Source: an optimization exercise on an open RTL-to-GDS flow (aim: small area and few clock cycles). Production flows keep margins and buffers that such runs may drop. In this exercise RTL edits were held to simulation tests only and were not proved equivalent to the original. The flow treats the clock pin as an ideal source, which a real chip does not have.

==> inputs of job 8131 <==
// spi_flash_seq
module spi_flash_seq (
    input  wire        clk,
    input  wire        rst,
    input  wire        req_valid,
    output wire        req_ready,
    input  wire [2:0]  req_op,
    input  wire [23:0] req_addr,
    input  wire [15:0] req_len,
    input  wire [15:0] req_rd_len,
    input  wire [7:0]  req_dummy,
    input  wire [15:0] req_page_size,
    output wire [15:0] pl_addr,
    input  wire [7:0]  pl_data,
    output wire        out_valid,
    output wire [7:0]  out_data,
    output wire        resp_valid,
    output wire [3:0]  resp_code,
    output wire        tx_valid,
    output wire [7:0]  tx_data,
    output wire        tx_last,
    input  wire        tx_ready,
    input  wire        wr_done,
    input  wire        wr_err,
    input  wire [31:0] wr_count,
    output wire        rx_req,
    output wire [15:0] rx_max,
    input  wire        rx_valid,
    input  wire [7:0]  rx_data,
    input  wire        rx_last,
    input  wire        rx_err
);
clock: 10.0 ns
lec_check: 0
cap_margin: 20
core_margin: 2
core_utilization: 40
slew_margin: 20
standard.sh (not shown) runs the stock make flow with config.mk's settings and CLKGATE_MAP_FILE= SYNTH_SCRIPT=/design/flow/synth_recipe.tcl, a recipe that flattens the netlist after the stock synthesis.
==> flow/flow/run.sh <==
#!/bin/bash
# Layout flow: the standard flow (standard.sh) with three changes.
#  1. Between synthesis and floorplan, the combinational gates of the
#     standard synthesis netlist are re-mapped by ABC with area-oriented
#     scripts (each flip-flop instance, its name and cell type are kept;
#     the smallest correct result is used).
#  2. Ports are buffered with sky130_fd_sc_hd__buf_1 instead of the default.
#  3. Clock tree synthesis without dummy loads, with clkbuf_8 buffers.
set -euo pipefail
R=orfs/results/sky130hd/spi_flash_seq/base
LOGS=orfs/logs/sky130hd/spi_flash_seq/base

export BUFFER_PORTS_ARGS="-buffer_cell sky130_fd_sc_hd__buf_1"
export CTS_ARGS="-sink_clustering_enable -repair_clock_nets -dont_use_dummy_load -buf_list sky130_fd_sc_hd__clkbuf_8 -sink_clustering_size 30 -sink_clustering_max_diameter 100"

# 1. standard synthesis
bash standard.sh synth > log_1_standard_synth.txt 2>&1

# 2. area re-mapping of the combinational logic
cp $R/1_2_yosys.v $R/1_2_yosys_standard.v
export REMAP_LIB=$FLOW_HOME/platforms/sky130hd/lib/sky130_fd_sc_hd__tt_025C_1v80.lib
export REMAP_IN=$R/1_2_yosys_standard.v
export REMAP_DONT_USE="$(grep -o -- '-dont_use [A-Za-z0-9_]*' $LOGS/1_2_yosys.log | awk '{print $2}' | sort -u | tr '\n' ' ')"
YOSYS=$(command -v yosys || echo $FLOW_HOME/../tools/install/yosys/bin/yosys)
best=""; best_area=""
for s in flow/abc_*.abc; do
  n=$(basename $s .abc)
  REMAP_SCRIPT=$PWD/$s REMAP_OUT=$PWD/remap_$n.v REMAP_STAT_IN=$PWD/remap_${n}_stat_in.txt \
    REMAP_STAT_OUT=$PWD/remap_${n}_stat_out.txt $YOSYS -c flow/remap.tcl > log_2_remap_$n.txt 2>&1 &
done
wait
for s in flow/abc_*.abc; do
  n=$(basename $s .abc)
  a=$(grep -m1 "Chip area for module '.spi_flash_seq'" remap_${n}_stat_out.txt 2>/dev/null | awk '{print $NF}') || true
  [[ -n "$a" && -s remap_$n.v ]] || continue
  if [[ -z "$best" ]] || awk -v a=$a -v b=$best_area 'BEGIN{exit !(a<b)}'; then best=$n; best_area=$a; fi
done
echo "remap: using $best ($best_area um2)" > log_2_remap_choice.txt
if [[ -n "$best" ]]; then cp remap_$best.v $R/1_2_yosys.v; fi
rm -f $R/1_synth.odb $R/1_synth.sdc

# 3. the rest of the standard flow on the re-mapped netlist
bash standard.sh finish > log_3_standard_finish.txt 2>&1
==> flow/flow/abc_a0.abc <==
strash
&get -n
&fraig -x
&put
scorr
dc2
dc2
dc2
strash
&get -n
&deepsyn -T 20 -S 0
&put
strash
dch -f
amap
topo
==> flow/flow/abc_a1.abc <==
strash
&get -n
&fraig -x
&put
scorr
dc2
dc2
dc2
strash
&get -n
&deepsyn -T 20 -S 0
&put
strash
dch -f
amap -m -F 4 -A 10
topo
==> flow/flow/abc_a2.abc <==
strash
&get -n
&fraig -x
&put
scorr
dc2
dc2
dc2
strash
&get -n
&deepsyn -T 20 -S 3
&put
strash
dch -f
amap
topo
==> flow/flow/abc_a3.abc <==
strash
&get -n
&fraig -x
&put
scorr
dc2
dc2
dc2
strash
&get -n
&deepsyn -T 20 -S 7
&put
strash
dch -f
amap -m -F 4 -A 10
topo
==> flow/flow/remap.tcl <==
# Re-map the combinational logic of the standard synthesis netlist for area.
# Flip-flops and tie cells are kept as they are (same instances, names and
# cell types); only the gates between them are re-optimised with ABC.
yosys -import
set lib $::env(REMAP_LIB)
set in  $::env(REMAP_IN)
set out $::env(REMAP_OUT)
set script $::env(REMAP_SCRIPT)
read_liberty -ignore_miss_func $lib
read_verilog $in
hierarchy -top spi_flash_seq
foreach m [list sky130_fd_sc_hd__edfxtp_1 sky130_fd_sc_hd__dfxtp_1 sky130_fd_sc_hd__dfrtp_1 sky130_fd_sc_hd__conb_1] {
  catch { setattr -mod -set keep_hierarchy 1 $m }
}
tee -o $::env(REMAP_STAT_IN) stat -liberty $lib
flatten
yosys rename -hide {w:*.*}
opt_clean
set du {}
foreach c $::env(REMAP_DONT_USE) { lappend du -dont_use $c }
select spi_flash_seq
abc -liberty $lib {*}$du -script $script
opt_clean -purge
hilomap -singleton -hicell sky130_fd_sc_hd__conb_1 HI -locell sky130_fd_sc_hd__conb_1 LO
insbuf -buf sky130_fd_sc_hd__buf_1 A X
splitnets
opt_clean -purge
yosys rename -enumerate -pattern remap_%_ {w:$*} {c:$*}
select -clear
tee -o $::env(REMAP_STAT_OUT) stat -liberty $lib
select spi_flash_seq
write_verilog -noattr -nohex -nodec -selected $out
==> job 1102 (differences from job 8131) <==
==> flow/run.sh (new file) <==
#!/bin/bash
# synth_recipe.tcl (not shown) runs the flow's synth.tcl, then flattens the netlist and writes it again
# the make line also repeats each setting of config.mk as NAME=value (left out here)
make -C /OpenROAD-flow-scripts/flow DESIGN_CONFIG=/design/flow/config.mk WORK_HOME=/design/flow/orfs CLKGATE_MAP_FILE= SYNTH_SCRIPT=/design/flow/synth_recipe.tcl finish
--- a/flow/config.mk
+++ b/flow/config.mk
@@ -6,6 +6,9 @@
 export NUM_CORES = 4
 export LEC_CHECK = 0
 export CAP_MARGIN = 20
 export CORE_MARGIN = 2
 export CORE_UTILIZATION = 40
+export CTS_BUF_LIST = sky130_fd_sc_hd__clkbuf_8
+export CTS_CLUSTER_DIAMETER = 100
+export CTS_CLUSTER_SIZE = 40
 export SLEW_MARGIN = 20
removed: flow/flow/run.sh
removed: flow/flow/abc_a0.abc
removed: flow/flow/abc_a1.abc
removed: flow/flow/abc_a2.abc
removed: flow/flow/abc_a3.abc
removed: flow/flow/remap.tcl
removed: flow/standard.sh
==> job 369 (differences from job 8131) <==
--- a/flow/design.v
+++ b/flow/design.v
@@ -43,22 +43,23 @@
     reg [15:0] PS;      
     reg [15:0] S;       
     reg [15:0] P;       
     reg [5:0]  C;       
     reg [3:0]  code;
-    reg        ovf, eq, sbad, wip;
+    reg        eq, sbad;
+    reg        last;    
     wire main    = (tk == T_MAIN);
     wire scope   = op[2] & ~(op[1] & op[0]);           
     wire is_rst  = main & (op == 3'd0);
     wire is_id   = main & (op == 3'd1);
     wire is_uid  = main & (op == 3'd2);
     wire is_rdc  = main & (op == 3'd3);
     wire is_tr   = main & (op == 3'd7);
     wire is_body = main & scope;
     wire is_poll = (tk == T_POLL);
     wire [16:0] ldiff = {1'b0, L} - {1'b0, PS};
-    wire        last  = ldiff[16] | (ldiff[15:0] == 16'd0);    
+    wire        last_n = ldiff[16] | (ldiff[15:0] == 16'd0);
     wire [15:0] M     = last ? L : PS;                          
     wire [15:0] PL    = (main & op[2]) ? M : 16'd0;             
     wire        pre4  = is_rdc | is_body;
     wire        pre0  = is_rst | is_tr;
     wire [1:0]  xlo   = PL[1:0] + {1'b0, ~pre0 & ~pre4};
@@ -87,11 +88,11 @@
                      (tk == T_WREN) ? 8'h06 : is_poll ? 8'h05 : 8'h04;
     wire setreg = (pk == K_SETREG);
     reg [7:0] hdr;
     always @(*) begin
         case (C)
-            6'd0:  hdr = {6'd0, pk[0], pk[1]};
+            6'd0:  hdr = {6'd0, ~pk[1] & pk[0], pk[1]};
             6'd2:  hdr = 8'h02;
             6'd4:  hdr = setreg ? N[7:0] : 8'h00;
             6'd5:  hdr = setreg ? N[15:8] : 8'h00;
             6'd6:  hdr = {7'd0, setreg & N[16]};
             6'd8:  hdr = {5'd0, is_rst, is_rst, is_rst};
@@ -132,25 +133,26 @@
     wire        cin   = (st == S_ADV);
     wire [15:0] Ssum  = S + P + {15'd0, cin};
     assign pl_addr = Ssum;
     wire [24:0] asum  = {1'b0, A} + {9'd0, (st == S_DISP) ? L : PS};
     wire        range_bad = asum[24] & (asum[23:0] != 24'd0);
+    wire        rdreg  = pk[1];
     wire [9:0]  expct  = (pk == K_RDDATA) ? n : 10'd40;
     wire        wr_ok  = setreg ? (wr_count == {15'd0, N} + 32'd8) : (wr_count == 32'd8);
     wire        pay    = C[3];
     wire [3:0]  lencode = (pk == K_RDDATA) ? 4'd5 : 4'd6;
     reg  [3:0]  rxcode;
     always @(*) begin
         if (!C[3] && C[2:0] != 3'd7)
             rxcode = 4'd1;
         else if (!C[3])
-            rxcode = (ovf | (rx_data != 8'd0) | (P != 16'hFFFF)) ? 4'd2 : lencode;
-        else if (ovf | (P != 16'hFFFE))
+            rxcode = ((rx_data != 8'd0) | (P != 16'hFFFF)) ? 4'd2 : lencode;
+        else if (P != 16'hFFFE)
             rxcode = 4'd2;
         else if (!eq)
             rxcode = lencode;
-        else if ((pk == K_RDREG) & sbad)
+        else if (rdreg & sbad)
             rxcode = 4'd4;
         else
             rxcode = 4'd0;
     end
     wire [7:0] sent = P[1] ? 8'h00 : 8'h40;
@@ -164,10 +166,12 @@
     assign resp_code  = code;
     assign req_ready  = (st == S_IDLE);
     reg        tend;
     reg [3:0]  tcode;
     reg  [3:0] code_n;
+    always @(posedge clk)
+        last <= last_n;
     always @(posedge clk) begin
         if (rst) begin
             st <= S_IDLE;
         end else begin
             tend  = 1'b0;
@@ -233,13 +237,11 @@
                         A  <= asum[23:0];
                         L  <= ldiff[15:0];
                         S  <= Ssum;
                         P  <= 16'd0;
                         tk <= T_MAIN;
-                        pk <= K_SETREG;
-                        C  <= 6'd0;
-                        st <= (op == 3'd6) ? S_SCAN : S_HDR;
+                        st <= S_DISP;
                     end
                 end
                 S_RESP: st <= S_IDLE;
                 S_HDR: begin
                     if (setreg) P <= 16'd0;
@@ -314,26 +316,24 @@
                                 3'd4: if (!pay) P[7:0] <= ~rx_data;
                                 3'd5: if (!pay) begin
                                     P[15:8] <= ~rx_data;
                                     eq <= ({rx_data, ~P[7:0]} == {6'd0, expct});
                                 end
-                                3'd6: if (!pay) ovf <= (rx_data != 8'd0);
-                                3'd7: if (!pay) ovf <= ovf | (rx_data != 8'd0);
+                                3'd6, 3'd7: if (!pay && rx_data != 8'd0) P <= 16'd0;
                                 default: ;
                             endcase
                             if (pay) begin
                                 P <= Pinc;
-                                if (pk == K_RDDATA) wip <= rx_data[0];
                                 if (spos && rx_data != sent)
                                     sbad <= 1'b1;
                             end
                             if (rx_last) begin
-                                if (rxcode != 4'd0 || pk == K_RDREG) begin
+                                if (rxcode != 4'd0 || rdreg) begin
                                     tend  = 1'b1;
                                     tcode = rxcode;
                                 end else begin
-                                    pk <= K_RDREG;
+                                    pk <= {1'b1, rx_data[0]};
                                     C  <= 6'd0;
                                     st <= S_HDR;
                                 end
                             end
                         end
@@ -353,11 +353,11 @@
                         else tk <= T_MAIN;
                     end
                     T_POLL: begin
                         if (tcode != 4'd0)
                             st <= (code_n != 4'd0 || op != 3'd6) ? S_RESP : S_ADV;
-                        else if (!wip)
+                        else if (!pk[0])
                             tk <= T_WRDI;
                     end
                     T_WRDI: begin
                         st <= (code_n != 4'd0 || op != 3'd6) ? S_RESP : S_ADV;
                     end
==> flow/flow/run.sh (replaced) <==
#!/bin/bash
# Layout flow: the standard flow (standard.sh) with three changes.
#  1. Between synthesis and floorplan, the combinational gates of the
#     standard synthesis netlist are re-mapped by ABC with area-oriented
#     scripts (each flip-flop instance, its name and cell type are kept;
#     the smallest result is used).
#  2. Ports are buffered with sky130_fd_sc_hd__buf_1 instead of the default.
#  3. Clock tree synthesis without dummy loads, with clkbuf_8 buffers; if
#     the flip-flop clock-pin slew after CTS comes out over 115 ps, CTS is
#     run again with clkbuf_16 buffers.
# Each tool's output goes to a log_*.txt file in this folder.
set -euo pipefail
R=orfs/results/sky130hd/spi_flash_seq/base
LOGS=orfs/logs/sky130hd/spi_flash_seq/base
YOSYS=$(command -v yosys || echo $FLOW_HOME/../tools/install/yosys/bin/yosys)
OPENROAD=$(command -v openroad || echo $FLOW_HOME/../tools/install/OpenROAD/bin/openroad)

export BUFFER_PORTS_ARGS="-buffer_cell sky130_fd_sc_hd__buf_1"
CTS_BASE="-sink_clustering_enable -repair_clock_nets -dont_use_dummy_load"
export CTS_ARGS="$CTS_BASE -buf_list sky130_fd_sc_hd__clkbuf_8"

# 1. standard synthesis
bash standard.sh synth > log_1_standard_synth.txt 2>&1

# 2. area re-mapping of the combinational logic
cp $R/1_2_yosys.v $R/1_2_yosys_standard.v
export REMAP_LIB=$FLOW_HOME/platforms/sky130hd/lib/sky130_fd_sc_hd__tt_025C_1v80.lib
export REMAP_IN=$R/1_2_yosys_standard.v
export REMAP_DONT_USE="$(grep -o -- '-dont_use [A-Za-z0-9_]*' $LOGS/1_2_yosys.log | awk '{print $2}' | sort -u | tr '\n' ' ')"
best=""; best_area=""
for s in flow/abc_*.abc; do
  n=$(basename $s .abc)
  REMAP_SCRIPT=$PWD/$s REMAP_OUT=$PWD/remap_$n.v REMAP_STAT_IN=$PWD/remap_${n}_stat_in.txt \
    REMAP_STAT_OUT=$PWD/remap_${n}_stat_out.txt $YOSYS -c flow/remap.tcl > log_2_remap_$n.txt 2>&1 &
done
wait
for s in flow/abc_*.abc; do
  n=$(basename $s .abc)
  a=$(grep -m1 "Chip area for module '.spi_flash_seq'" remap_${n}_stat_out.txt 2>/dev/null | awk '{print $NF}') || true
  [[ -n "$a" && -s remap_$n.v ]] || continue
  if [[ -z "$best" ]] || awk -v a=$a -v b=$best_area 'BEGIN{exit !(a<b)}'; then best=$n; best_area=$a; fi
done
echo "remap: using $best ($best_area um2)" > log_2_remap_choice.txt
if [[ -n "$best" ]]; then cp remap_$best.v $R/1_2_yosys.v; fi
rm -f $R/1_synth.odb $R/1_synth.sdc

# 3. floorplan, placement and CTS
bash standard.sh cts > log_3_standard_cts.txt 2>&1
slew=$(CLKCHECK_ODB=$R/4_cts.odb CLKCHECK_SDC=$R/4_cts.sdc $OPENROAD -no_init -exit flow/clkcheck.tcl 2>&1 | tee log_3_clkcheck.txt | awk '/^CLKSLEW/ {print $2}')
echo "clock slew after CTS with clkbuf_8: $slew" > log_3_clkcheck_choice.txt
if [[ -z "$slew" ]] || awk -v s=$slew 'BEGIN{exit !(s>0.115)}'; then
  echo "redo CTS with clkbuf_16" >> log_3_clkcheck_choice.txt
  bash standard.sh clean_cts > log_3_clean_cts.txt 2>&1
  export CTS_ARGS="$CTS_BASE -buf_list sky130_fd_sc_hd__clkbuf_16"
  bash standard.sh cts > log_3_standard_cts2.txt 2>&1
fi

# 4. the rest of the standard flow
bash standard.sh finish > log_4_standard_finish.txt 2>&1
==> flow/flow/abc_amap.abc (new file) <==
strash
&get -n
&fraig -x
&put
scorr
dc2
dc2
dc2
strash
&get -n
&deepsyn -T 30
&put
strash
dch -f
amap
topo
==> flow/flow/abc_amap2.abc (new file) <==
strash
&get -n
&fraig -x
&put
scorr
dc2
dc2
dc2
strash
&get -n
&deepsyn -T 20 -S 0
&put
strash
dch -f
amap -F 3 -A 8
topo
strash
dch -f
amap -F 3 -A 8
topo
==> flow/flow/abc_amapm2.abc (new file) <==
strash
&get -n
&fraig -x
&put
scorr
dc2
dc2
dc2
strash
&get -n
&deepsyn -T 20 -S 0
&put
strash
dch -f
amap -m -F 3 -A 8
topo
strash
dch -f
amap -m -F 3 -A 8
topo
==> flow/flow/abc_deep40.abc (new file) <==
strash
&get -n
&fraig -x
&put
scorr
dc2
dc2
dc2
strash
&get -n
&deepsyn -T 40 -S 0
&put
strash
dch -f
amap -F 3 -A 8
topo
strash
dch -f
amap -F 3 -A 8
topo
==> flow/flow/clkcheck.tcl (new file) <==
# Largest clock-pin slew of the flip-flops after CTS (placement parasitics).
set pf $::env(FLOW_HOME)/platforms/sky130hd
read_liberty $pf/lib/sky130_fd_sc_hd__tt_025C_1v80.lib
read_db $::env(CLKCHECK_ODB)
read_sdc $::env(CLKCHECK_SDC)
source $pf/setRC.tcl
set_propagated_clock [all_clocks]
estimate_parasitics -placement
set ms 0
foreach p [get_pins -of_objects [all_registers] -filter "name==CLK"] {
  set s [get_property $p slew_max]
  if {$s > $ms} { set ms $s }
}
puts "CLKSLEW $ms"
--- a/flow/config.mk
+++ b/flow/config.mk
@@ -5,7 +5,7 @@
 export SDC_FILE = /design/flow/constraint.sdc
 export NUM_CORES = 4
 export LEC_CHECK = 0
 export CAP_MARGIN = 20
 export CORE_MARGIN = 2
-export CORE_UTILIZATION = 40
+export CORE_UTILIZATION = 55
 export SLEW_MARGIN = 20
removed: flow/flow/abc_a0.abc
removed: flow/flow/abc_a1.abc
removed: flow/flow/abc_a2.abc
removed: flow/flow/abc_a3.abc
==> job 9077 (differences from job 8131) <==
==> flow/flow/abc_amap.abc (new file) <==
strash
&get -n
&fraig -x
&put
scorr
dc2
dc2
dc2
strash
&get -n
&deepsyn -T 30
&put
strash
dch -f
amap
topo
==> flow/flow/abc_deep.abc (new file) <==
strash
&get -n
&fraig -x
&put
scorr
dc2
dc2
dc2
strash
&get -n
&deepsyn -T 20
&put
strash
&get -n
&dch -f
&nf -a -R 1000
&put
strash
&get -n
&dch -f
&nf -a -R 1000
&put
==> flow/flow/abc_deep2.abc (new file) <==
strash
&get -n
&fraig -x
&put
scorr
dc2
dc2
dc2
strash
&get -n
&deepsyn -T 30
&put
strash
&get -n
&dch -f
&nf -a -R 1000
&put
strash
&get -n
&dch -f
&nf -a -R 1000
&put
strash
&get -n
&dch -f
&nf -a -R 1000
&put
==> flow/flow/abc_nf.abc (new file) <==
strash
&get -n
&fraig -x
&put
scorr
dc2
strash
&get -n
&dch -f
&nf -a -R 1000
&put
strash
&get -n
&dch -f
&nf -a -R 1000
&put
strash
&get -n
&dch -f
&nf -a -R 1000
&put
removed: flow/flow/abc_a0.abc
removed: flow/flow/abc_a1.abc
removed: flow/flow/abc_a2.abc
removed: flow/flow/abc_a3.abc
==> flow_summary.ini <==
[final_layout]
clk_share = 0.0268
num-multi-input-gates = 1447

[detailed_routing]
route.met3.wl_um = 2900
drt_wl_total_um = 52000

[power]
clockNetworkPower_uw = 524
power.density_nw_per_um2 = 192
p_int_mw = 1.73

[place]
place_congestion = 0.936

[sta]
worst_slew_pin_slew_ns = 1.08

[run_status]
run_status = complete, no violations
Source of the figures above: job 1102

==> flow_summary.ini <==
[die]
rows = 57

[sta]
worst_slew_pin_slew_ns = 1.00
fin_hold_ws_ns = 0.634

[final_layout]
num-multi-input-gates = 1089
clk_share = 0.0200

[run_status]
run_status = complete, no violations

[power]
p_int_mw = 1.19
clockNetworkPower_uw = 333
power.total_mw = 2.38
p_clk_frac = 0.140
power.density_nw_per_um2 = 204

[detailed_routing]
drt_wl_total_um = 41500
route.met3.wl_um = 3240

[place]
place_congestion = 0.989
Source of the figures above: job 9077

==> flow_summary.ini <==
[run_status]
run_status = complete, no violations

[place]
place_congestion = 1.01

[final_layout]
final_nets = 1799
drive_gt1_frac = 0.0845
clk_share = 0.0196
num-multi-input-gates = 1068

[sta]
worst_slew_pin_slew_ns = 1.11

[power]
power.density_nw_per_um2 = 208
clockNetworkPower_uw = 333
p_int_mw = 1.25

[detailed_routing]
route.met3.wl_um = 3860
Source of the figures above: job 8131

==> flow_summary.ini <==
[worst_setup_path]
end_kind = output pin
startpoint = tk[0]

[power]
p_clk_frac = 0.120
power.density_nw_per_um2 = 238

[sta]
worst_slew_pin_slew_ns = 1.23

[final_layout]
clk_share = 0.0202

[place]
place_congestion = 1.07

[run_status]
run_status = complete, no violations

[detailed_routing]
route.met3.wl_um = 4050
drt_wl_total_um = 37900

[cts]
cts_resized = 0
Source of the figures above: job 369

Testbench counts of job 8131, summed over its fixed seeds: cycles 1,076,992.
Testbench counts of job 1102, summed over its fixed seeds: cycles 1,076,992.
Testbench counts of job 369, summed over its fixed seeds: cycles 1,078,149.
Testbench counts of job 9077, summed over its fixed seeds: cycles 1,076,992.

port drivers added, routing unchanged:
No port has a modelled driver above. Below, the same layouts with a new extraction and two added sets of constraints.
Step 1, drivers: a clkbuf_16 drives clk and a buf_2 each remaining input, both assumed.
Step 2 also shifts input and output timing later by t, the mid clock arrival at the registers, as if the neighbouring blocks saw the same clock.
a / b / c = no drivers / after step 1 / after step 2; a / b = the first two.
run	t, ns	slack for setup (ns)	worst register clock-pin slew, ns
job 8131	0.486	0.445 / 0.400 / 0.762	0.09 / 0.09
job 1102	0.554	0.280 / 0.229 / 0.783	0.08 / 0.08
job 369	0.402	0.804 / 0.756 / 1.158	0.08 / 0.08
job 9077	0.497	0.523 / 0.477 / 0.975	0.09 / 0.09
After both steps setup and hold are still met in every run listed.
